Context: an optimization exercise on an open-source flow, tuned for small area and a short achievable clock period. The choices shown serve that exercise and are no tape-out recipe.
Where RTL was checked, it was by simulation tests only, not by an equivalence proof against the original.
Power and IR drop assume default switching activity.

Setup of ember:
Design pwm_block, start of the top module:
module pwm_block (
    input  wire        clk,
    input  wire        rst,
    input  wire        fast_tick,
    input  wire        slow_tick,
    input  wire        cmd_valid,
    input  wire [31:0] cmd,
    output reg         rsp_valid,
    output reg  [2:0]  rsp_err,
    output reg  [31:0] rsp_data,
    output wire [5:0]  out
);
    reg        [31:0] fast_q;
    reg        [31:0] slow_q;
    reg               slow_pend_q;
    reg        [5:0]  out_q;
    reg               pwm_on_q;
    reg        [15:0] thr_q;
    reg        [7:0]  step_q;
    reg               dir_q;
    reg        [2:0]  sch_q;
    reg               stopreq_q;
    reg        [1:0]  mode_q;       
    reg               cancelled_q;
    reg               f_illop_q;
    reg               f_busy_q;
    reg               f_invch_q;
    reg               f_operand_q;
    assign out = out_q;
    wire [3:0] op    = cmd[31:28];
    wire [2:0] c_ch  = cmd[27:25];
    wire       c_b   = cmd[24];
    wire [7:0] c_s8  = cmd[23:16];
    wire z_imm = ~|cmd[15:0];
    wire z_s8  = ~|c_s8;
    wire z_ch  = ~|c_ch;
    wire op_rdf   = (op == 4'h1);
    wire op_rds   = (op == 4'h2);
    wire op_rstf  = (op == 4'h3);
    wire op_rsts  = (op == 4'h4);
    wire op_set   = (op == 4'h5);
    wire op_poll  = (op == 4'h6);
    wire op_load  = (op == 4'h7);
    wire op_estep = (op == 4'h8);
  ...
Size in the first run: about 860 cells after synthesis, ~140 flip-flops, ~7300 µm² of cells after synthesis.
==> flow/config.mk <==
export PLATFORM = sky130hd
export DESIGN_NAME = pwm_block
export DESIGN_NICKNAME = pwm_block
export VERILOG_FILES = /design/flow/design.v
export SDC_FILE = /design/flow/constraint.sdc
export NUM_CORES = 4
export LEC_CHECK = 0
export ABC_AREA = 1
export CAP_MARGIN = 20
export CORE_MARGIN = 2
export CORE_UTILIZATION = 40
export SLEW_MARGIN = 20
export BUFFER_PORTS_ARGS = -buffer_cell sky130_fd_sc_hd__buf_1
export CTS_ARGS = -sink_clustering_enable -repair_clock_nets -dont_use_dummy_load -buf_list sky130_fd_sc_hd__clkbuf_8
export SETUP_SLACK_MARGIN = 6.8
==> flow/constraint.sdc <==
create_clock -name core_clock -period 12.0 [get_ports {clk}]
set_input_delay 2.4000 -clock core_clock [delete_from_list [all_inputs] [get_ports {clk}]]
set_output_delay 2.4000 -clock core_clock [all_outputs]
set_load 0.01 [all_outputs]
standard.sh (not shown) runs the stock make flow with config.mk's settings and CLKGATE_MAP_FILE= SYNTH_SCRIPT=/design/flow/synth_recipe.tcl, a recipe that flattens the netlist after the stock synthesis.
==> flow/flow/run.sh <==
#!/bin/bash
# Layout flow: the standard ORFS flow (standard.sh) with these changes:
#  * synthesis is the standard synthesis script, except that ABC maps the
#    logic with the area-oriented script flow/abc.script (registers, their
#    names and cell types are untouched);
#  * ports are buffered with buf_1 cells instead of delay buffers;
#  * CTS uses the buffers in CTS_BUF_LIST without dummy loads.
# Each tool's output goes to the ORFS logs under orfs/logs and to flow_*.log here.
set -euo pipefail
W=$(pwd)
F=$W/flow

# synthesis script: synth_recipe.tcl sourcing a copy of ORFS synth.tcl whose
# abc call uses our script
sed "s#^  log_cmd abc {\*}\$abc_args#  log_cmd abc -script $F/abc.script {*}[lrange \$abc_args 2 end]#" \
    "$FLOW_HOME/scripts/synth.tcl" > "$W/my_synth.tcl"
grep -q "abc -script $F/abc.script" "$W/my_synth.tcl"
sed "s#source \$::env(SCRIPTS_DIR)/synth.tcl#source $W/my_synth.tcl#" "$W/synth_recipe.tcl" > "$W/my_synth_recipe.tcl"
grep -q "source $W/my_synth.tcl" "$W/my_synth_recipe.tcl"

cat "$F/extra.mk" >> "$W/config.mk"

sed "s#SYNTH_SCRIPT=[^ ]*synth_recipe.tcl#SYNTH_SCRIPT=$W/my_synth_recipe.tcl#" "$W/standard.sh" > "$W/my_standard.sh"
grep -q "SYNTH_SCRIPT=$W/my_synth_recipe.tcl" "$W/my_standard.sh"

bash "$W/my_standard.sh" > "$W/flow_make.log" 2>&1
==> flow/flow/abc.script <==
strash
&get -n
&dch
&nf
&put
==> flow/flow/extra.mk <==
export BUFFER_PORTS_ARGS = -buffer_cell sky130_fd_sc_hd__buf_1
export CTS_ARGS = -sink_clustering_enable -repair_clock_nets -dont_use_dummy_load -buf_list sky130_fd_sc_hd__clkbuf_8
export SETUP_SLACK_MARGIN = 6.8
Inputs modified between ember and fjord:
# ember
export LEC_CHECK = 0
export ABC_AREA = 1
export CAP_MARGIN = 20
export CORE_MARGIN = 2
export CORE_UTILIZATION = 40
export SLEW_MARGIN = 20
export BUFFER_PORTS_ARGS = -buffer_cell sky130_fd_sc_hd__buf_1
export CTS_ARGS = -sink_clustering_enable -repair_clock_nets -dont_use_dummy_load -buf_list sky130_fd_sc_hd__clkbuf_8
export SETUP_SLACK_MARGIN = 6.8
create_clock -name core_clock -period 12.0 [get_ports {clk}]
# fjord
export LEC_CHECK = 0
export ABC_AREA = 1
export CAP_MARGIN = 20
export CORE_MARGIN = 2
export CORE_UTILIZATION = 40
export SLEW_MARGIN = 20
export BUFFER_PORTS_ARGS = -buffer_cell sky130_fd_sc_hd__buf_1
export CTS_ARGS = -sink_clustering_enable -repair_clock_nets -dont_use_dummy_load -buf_list sky130_fd_sc_hd__clkbuf_8
export SETUP_SLACK_MARGIN = 7.5
create_clock -name core_clock -period 12.0 [get_ports {clk}]
==> flow/flow/abc.script <==
strash
&get -n
&dch
&put
dch
map
topo
--- a/flow/flow/extra.mk
+++ b/flow/flow/extra.mk
@@ -2,2 +2,2 @@
 export CTS_ARGS = -sink_clustering_enable -repair_clock_nets -dont_use_dummy_load -buf_list sky130_fd_sc_hd__clkbuf_8
-export SETUP_SLACK_MARGIN = 6.8
+export SETUP_SLACK_MARGIN = 7.5
--- outcome ---
fjord: no failed stages, no open violations at the end
Of the two values seen for library cell contributing the largest single delay on the critical path, or4_4 was produced by ember and nor4_4 by fjord.
Count of buffering cells on the critical path with inverters included came out exactly the same in ember and fjord.
Changes observed in fjord relative to ember: final area now sits higher; reported clock group power stayed essentially flat.
Input-level comparison between juniper and fjord:
# fjord
export LEC_CHECK = 0
export ABC_AREA = 1
export CAP_MARGIN = 20
export CORE_MARGIN = 2
export CORE_UTILIZATION = 40
export SLEW_MARGIN = 20
export BUFFER_PORTS_ARGS = -buffer_cell sky130_fd_sc_hd__buf_1
export CTS_ARGS = -sink_clustering_enable -repair_clock_nets -dont_use_dummy_load -buf_list sky130_fd_sc_hd__clkbuf_8
export SETUP_SLACK_MARGIN = 7.5
create_clock -name core_clock -period 12.0 [get_ports {clk}]
# juniper
export LEC_CHECK = 0
export ABC_AREA = 1
export CAP_MARGIN = 20
export CORE_MARGIN = 2
export CORE_UTILIZATION = 40
export SLEW_MARGIN = 20
export BUFFER_PORTS_ARGS = -buffer_cell sky130_fd_sc_hd__buf_1
export CTS_ARGS = -sink_clustering_enable -repair_clock_nets -dont_use_dummy_load -buf_list sky130_fd_sc_hd__clkbuf_8
export SETUP_SLACK_MARGIN = 7
create_clock -name core_clock -period 12.0 [get_ports {clk}]
==> flow/flow/abc.script <==
strash
&get -n
&dch
&nf
&put
--- a/flow/flow/extra.mk
+++ b/flow/flow/extra.mk
@@ -2,2 +2,2 @@
 export CTS_ARGS = -sink_clustering_enable -repair_clock_nets -dont_use_dummy_load -buf_list sky130_fd_sc_hd__clkbuf_8
-export SETUP_SLACK_MARGIN = 7.5
+export SETUP_SLACK_MARGIN = 7
--- outcome ---
- When juniper is set beside fjord, its clock skew turns out to be 0.0047 ns smaller.
- For the total routing usage reported by global routing, juniper came in 1.9 points lower than fjord did.
- Between fjord and juniper, the maximum single-stage delay on the critical path is higher for juniper.
- Row filler cell count: juniper higher / fjord lower
- Per the comparison of juniper with fjord, post-synthesis to final-layout area growth -25 points; clock network power share +0.8 points; average wire per standard cell +0.92 µm; register-to-register slack -0.58 ns; width of the die -1.2%.
- Relative to fjord, juniper improves area of all placed cells without fillers.
- Pin count of the biggest net entering global routing ends up higher on juniper.

========
== west ==
The RTL this note starts from:
==> flow/design.v <==
module pwm_block (
    input  wire        clk,
    input  wire        rst,
    input  wire        fast_tick,
    input  wire        slow_tick,
    input  wire        cmd_valid,
    input  wire [31:0] cmd,
    output reg         rsp_valid,
    output reg  [2:0]  rsp_err,
    output reg  [31:0] rsp_data,
    output wire [5:0]  out
);
    reg        [31:0] fast_q;
    reg        [31:0] slow_q;
    reg               slow_pend_q;
    reg        [5:0]  out_q;
    reg               pwm_on_q;
    reg        [15:0] thr_q;
    reg        [7:0]  step_q;
    reg               dir_q;
    reg        [2:0]  sch_q;
    reg               stopreq_q;
    reg        [1:0]  mode_q;       
    reg               cancelled_q;
    reg               f_illop_q;
    reg               f_busy_q;
    reg               f_invch_q;
    reg               f_operand_q;
    assign out = out_q;
    wire [3:0] op    = cmd[31:28];
    wire [2:0] c_ch  = cmd[27:25];
    wire       c_b   = cmd[24];
    wire [7:0] c_s8  = cmd[23:16];
    wire z_imm = ~|cmd[15:0];
    wire z_s8  = ~|c_s8;
    wire z_ch  = ~|c_ch;
    wire op_rdf   = (op == 4'h1);
    wire op_rds   = (op == 4'h2);
    wire op_rstf  = (op == 4'h3);
    wire op_rsts  = (op == 4'h4);
    wire op_set   = (op == 4'h5);
    wire op_poll  = (op == 4'h6);
    wire op_load  = (op == 4'h7);
    wire op_estep = (op == 4'h8);
    wire op_glow  = (op == 4'h9);
    wire op_pulse = (op == 4'hA);
    wire op_canc  = (op == 4'hB);
    wire op_rdst  = (op == 4'hC);
    wire op_rdenv = (op == 4'hD);
    wire legal =
        ((op_rdf | op_rds | op_rstf | op_rsts | op_canc | op_rdst | op_rdenv) & z_ch & ~c_b & z_s8 & z_imm) |
        (op_set & z_s8 & z_imm) |
        ((op_poll | op_glow) & ~c_b & z_s8) |
        (op_load & z_ch) |
        ((op_estep | op_pulse) & ~c_b & z_s8 & z_imm);
    wire busy    = mode_q[0] | mode_q[1];
    wire ch_bad  = c_ch[2] & c_ch[1];
    wire imm_bad = cmd[15] | (|cmd[14:9]) | (cmd[8:0] > 9'd500);
    wire need_idle = op_rstf | op_rsts | op_set | op_poll | op_load | op_estep | op_glow | op_pulse;
    wire need_ch   = op_set | op_poll | op_estep | op_glow | op_pulse;
    wire need_imm  = op_poll | op_glow;
    wire e_busy = need_idle & busy;
    wire e_ch   = need_ch & ch_bad;
    wire e_opnd = (need_imm & imm_bad) | (op_load & z_s8);
    wire [2:0] err =
        ~legal ? 3'd1 :
        e_busy ? 3'd2 :
        e_ch   ? 3'd3 :
        e_opnd ? 3'd4 : 3'd0;
    wire ok      = cmd_valid & legal & ~e_busy & ~e_ch & ~e_opnd;
    wire a_rstf  = ok & op_rstf;
    wire a_rsts  = ok & op_rsts;
    wire a_set   = ok & op_set;
    wire a_poll  = ok & op_poll;
    wire a_load  = ok & op_load;
    wire a_estep = ok & op_estep;
    wire a_glow  = ok & op_glow;
    wire a_pulse = ok & op_pulse;
    wire a_canc  = ok & op_canc;
    wire fg      = ~cmd_valid & busy;
    wire fg_stop = fg & stopreq_q;
    wire fg_glow = fg & ~stopreq_q & mode_q[0];
    wire fg_env  = fg & ~stopreq_q & mode_q[1] & slow_pend_q;
    wire thr_neg = thr_q[15];
    wire thr_hi  = ~thr_q[15] & ((|thr_q[14:9]) | (thr_q[8:0] >= 9'd500));
    wire clamp   = thr_neg | thr_hi;
    wire [9:0] v = {1'b0, thr_q[8:0]} + {2'b0, step_q ^ {8{dir_q}}} + {9'd0, dir_q};
    wire       xneg = dir_q & ~v[9] & ~v[8];
    wire [7:0] y    = v[9:2];
    wire [7:0] dd   = {~dir_q & y[7], ~xneg & (dir_q ? y[7] : y[6]), y[5:0] ^ {6{xneg}}};
    reg [5:0] quot;
    reg [4:0] r, rn;
    integer k;
    always @(*) begin
        quot[5] = (dd[7:5] >= 3'd5);
        case (dd[7:5])
            3'd0, 3'd5: r = 5'b00001;
            3'd1, 3'd6: r = 5'b00010;
            3'd2, 3'd7: r = 5'b00100;
            3'd3:       r = 5'b01000;
            default:    r = 5'b10000;
        endcase
        for (k = 4; k >= 0; k = k - 1) begin
            quot[k] = r[3] | r[4] | (r[2] & dd[k]);
            rn[0] = dd[k] ? r[2] : r[0];
            rn[1] = dd[k] ? r[0] : r[3];
            rn[2] = dd[k] ? r[3] : r[1];
            rn[3] = dd[k] ? r[1] : r[4];
            rn[4] = dd[k] ? r[4] : r[2];
            r = rn;
        end
    end
    wire       n_inc = xneg & ~((v[1:0] == 2'b00) & r[4]);
    wire [6:0] q7    = {xneg, quot ^ {6{xneg}}} + {6'd0, n_inc};
    wire [15:0] env_new = thr_hi  ? {11'd0, 2'b11, 2'b00, dir_q} :
                          thr_neg ? 16'd0 :
                                    {{9{q7[6]}}, q7};
    wire [7:0]  env_step_n = clamp ? 8'd1 : step_q;
    wire        env_dir_n  = dir_q ^ clamp;
    wire       do_env  = a_estep | fg_env;
    wire       do_poll = a_poll | do_env | fg_glow;
    wire [2:0] pch     = cmd_valid ? c_ch : sch_q;
    wire fz      = ~|fast_q[31:9];
    wire lt500   = fz & (fast_q[8:0] < 9'd500);
    wire gt500   = ~fz | (fast_q[8:0] > 9'd500);
    wire lt_imm  = fz & (fast_q[8:0] < cmd[8:0]);
    wire lt_raw  = fz & (fast_q[8:0] < thr_q[8:0]);
    wire lt_thr  = thr_hi ? lt500 : (~thr_neg & lt_raw);
    wire lt      = a_poll ? lt_imm : lt_thr;
    wire set_on  = gt500 | (~pwm_on_q & lt);
    wire set_off = pwm_on_q & lt500;
    wire p_wr    = do_poll & (set_on | set_off);
    reg [31:0] fast_inc, slow_inc;
    reg [32:0] fc;
    reg [32:0] sc;
    integer j;
    always @(*) begin
        fc[0] = fast_tick;
        for (j = 0; j < 32; j = j + 1)
            fc[j + 1] = fc[j] & fast_q[j];
        for (j = 0; j < 32; j = j + 1)
            fast_inc[j] = fast_q[j] ^ fc[j];
        slow_inc[0] = slow_q[0] ^ slow_tick;
        slow_inc[1] = slow_q[1] ^ (slow_tick & slow_q[0]);
        slow_inc[2] = slow_q[2] ^ (slow_tick & ~(slow_q[0] & slow_q[1]));
        sc[3] = slow_tick & (slow_q[2] | (slow_q[0] & slow_q[1]));
        for (j = 3; j < 32; j = j + 1)
            sc[j + 1] = sc[j] & slow_q[j];
        for (j = 3; j < 32; j = j + 1)
            slow_inc[j] = slow_q[j] ^ sc[j];
        sc[2:0] = 3'd0;
    end
    wire fast_clr = a_rstf | a_pulse | (do_poll & gt500);
    wire slow_clr = a_rsts | a_pulse;
    reg [5:0] out_n;
    integer i;
    always @(*) begin
        out_n = out_q;
        for (i = 0; i < 6; i = i + 1) begin
            if (a_set && c_ch == i)
                out_n[i] = c_b;
            if (p_wr && pch == i)
                out_n[i] = set_on;
        end
    end
    wire [31:0] rd_data =
        ({32{op_rdf}}   & fast_q) |
        ({32{op_rds}}   & slow_q) |
        ({32{op_rdst}}  & {12'd0, f_operand_q, f_invch_q, f_busy_q, f_illop_q,
                           1'b0, sch_q, cancelled_q, stopreq_q, mode_q,
                           dir_q, pwm_on_q, out_q}) |
        ({32{op_rdenv}} & {8'd0, step_q, thr_q});
    always @(posedge clk) begin
        rsp_err  <= err;
        rsp_data <= legal ? rd_data : 32'd0;
    end
    always @(posedge clk) begin
        if (rst) begin
            fast_q      <= 32'd0;
            slow_q      <= 32'd0;
            slow_pend_q <= 1'b0;
            out_q       <= 6'd0;
            pwm_on_q    <= 1'b0;
            thr_q       <= 16'd20;
            step_q      <= 8'd1;
            dir_q       <= 1'b0;
            sch_q       <= 3'd0;
            stopreq_q   <= 1'b0;
            mode_q      <= 2'd0;
            cancelled_q <= 1'b0;
            f_illop_q   <= 1'b0;
            f_busy_q    <= 1'b0;
            f_invch_q   <= 1'b0;
            f_operand_q <= 1'b0;
            rsp_valid   <= 1'b0;
        end else begin
            rsp_valid <= cmd_valid;
            fast_q <= fast_clr ? {31'd0, fast_tick} : fast_inc;
            slow_q <= slow_clr ? {29'd0, slow_tick, 1'b0, slow_tick} : slow_inc;
            if (a_pulse | fg_env)
                slow_pend_q <= slow_tick;
            else if (slow_tick)
                slow_pend_q <= 1'b1;
            out_q <= out_n;
            if (p_wr)
                pwm_on_q <= set_on;
            else if (a_glow | a_pulse)
                pwm_on_q <= 1'b0;
            if (a_load | a_glow)
                thr_q <= cmd[15:0];
            else if (a_pulse)
                thr_q <= 16'd20;
            else if (do_env)
                thr_q <= env_new;
            if (a_load)
                step_q <= c_s8;
            else if (a_pulse)
                step_q <= 8'd1;
            else if (do_env)
                step_q <= env_step_n;
            if (a_load)
                dir_q <= c_b;
            else if (a_pulse)
                dir_q <= 1'b0;
            else if (do_env)
                dir_q <= env_dir_n;
            if (a_glow | a_pulse)
                sch_q <= c_ch;
            if (a_glow | a_pulse | fg_stop)
                stopreq_q <= 1'b0;
            else if (a_canc & busy)
                stopreq_q <= 1'b1;
            if (a_glow)
                mode_q <= 2'd1;
            else if (a_pulse)
                mode_q <= 2'd2;
            else if (fg_stop)
                mode_q <= 2'd0;
            if (a_glow | a_pulse)
                cancelled_q <= 1'b0;
            else if (fg_stop)
                cancelled_q <= 1'b1;
            if (cmd_valid) begin
                if (err == 3'd1) f_illop_q   <= 1'b1;
                if (err == 3'd2) f_busy_q    <= 1'b1;
                if (err == 3'd3) f_invch_q   <= 1'b1;
                if (err == 3'd4) f_operand_q <= 1'b1;
            end
        end
    end
endmodule
export LEC_CHECK = 0
export ABC_AREA = 1
export CAP_MARGIN = 20
export CORE_MARGIN = 2
export CORE_UTILIZATION = 40
export SETUP_SLACK_MARGIN = 5
export SLEW_MARGIN = 20
create_clock -name core_clock -period 12.0 [get_ports {clk}]
run.sh (not shown) runs the stock make flow with config.mk's settings and CLKGATE_MAP_FILE= SYNTH_SCRIPT=/design/flow/synth_recipe.tcl, a recipe that flattens the netlist after the stock synthesis.
Stock flow here: none of the scripts above is used.
The inputs of north differ from those of west as listed below.
-- flow/config.mk --
<<< west, line 12
export SETUP_SLACK_MARGIN = 5
>>> north, line 12
--- outcome ---
Comparing west against north, there is no change at all in proportion of synthesized flip-flops having asynchronous set or reset. Comparing slack of the critical path for north and west, the bigger number came from west. Any difference in post-CTS setup buffer count between west and north is small enough to ignore. Actual slew at the worst max-slew pin in north is 0.019 ns lower than in west. For north, the worst-path cell with the longest stage delay was sky130_fd_sc_hd__clkdlybuf4s50_1, unlike west, where it was sky130_fd_sc_hd__ha_4. For the growth of design area from synthesis to finish, north came in 9.1 points lower than west did. Per the comparison of north with west, fraction of the cycle the final worst path needs increased by 11 points relative to the old numbers; area of combinational cells with multiple inputs now smaller; utilization went down.
No functional check of the RTL was part of any run of this note.

[separate check: timing with driven ports]
No port has a modelled driver above. Below, the same layouts with a new extraction and two added sets of constraints.
Step 1, drivers: a clkbuf_16 drives clk and a buf_2 each remaining input, both assumed.
Step 2 also shifts input and output timing later by t, the mid clock arrival at the registers, as if the neighbouring blocks saw the same clock.
a / b / c = ideal / step 1 / step 2; a / b = the first two.
run | t, ns | setup slack, ns | worst setup path after step 2 | worst register clock-pin slew, ns | pins driven straight from the clock port
ember | 0.480 | 6.915 / 6.938 / 6.458 | input to register | 0.09 / 0.09 | 1
fjord | 0.487 | 6.970 / 6.919 / 6.432 | input to register | 0.10 / 0.10 | 1
juniper | 0.483 | 7.111 / 7.127 / 6.645 | input to register | 0.09 / 0.09 | 1
west | 0.469 | 4.851 / 4.865 / 4.396 | input to register | 0.07 / 0.07 | 1
north | 0.470 | 3.550 / 3.569 / 3.099 | input to register | 0.07 / 0.07 | 1
After both steps setup and hold are still met in every run listed. For fjord, which loses most, drivers alone change the setup slack by -0.051 ns; drivers and shift together by -0.538 ns.
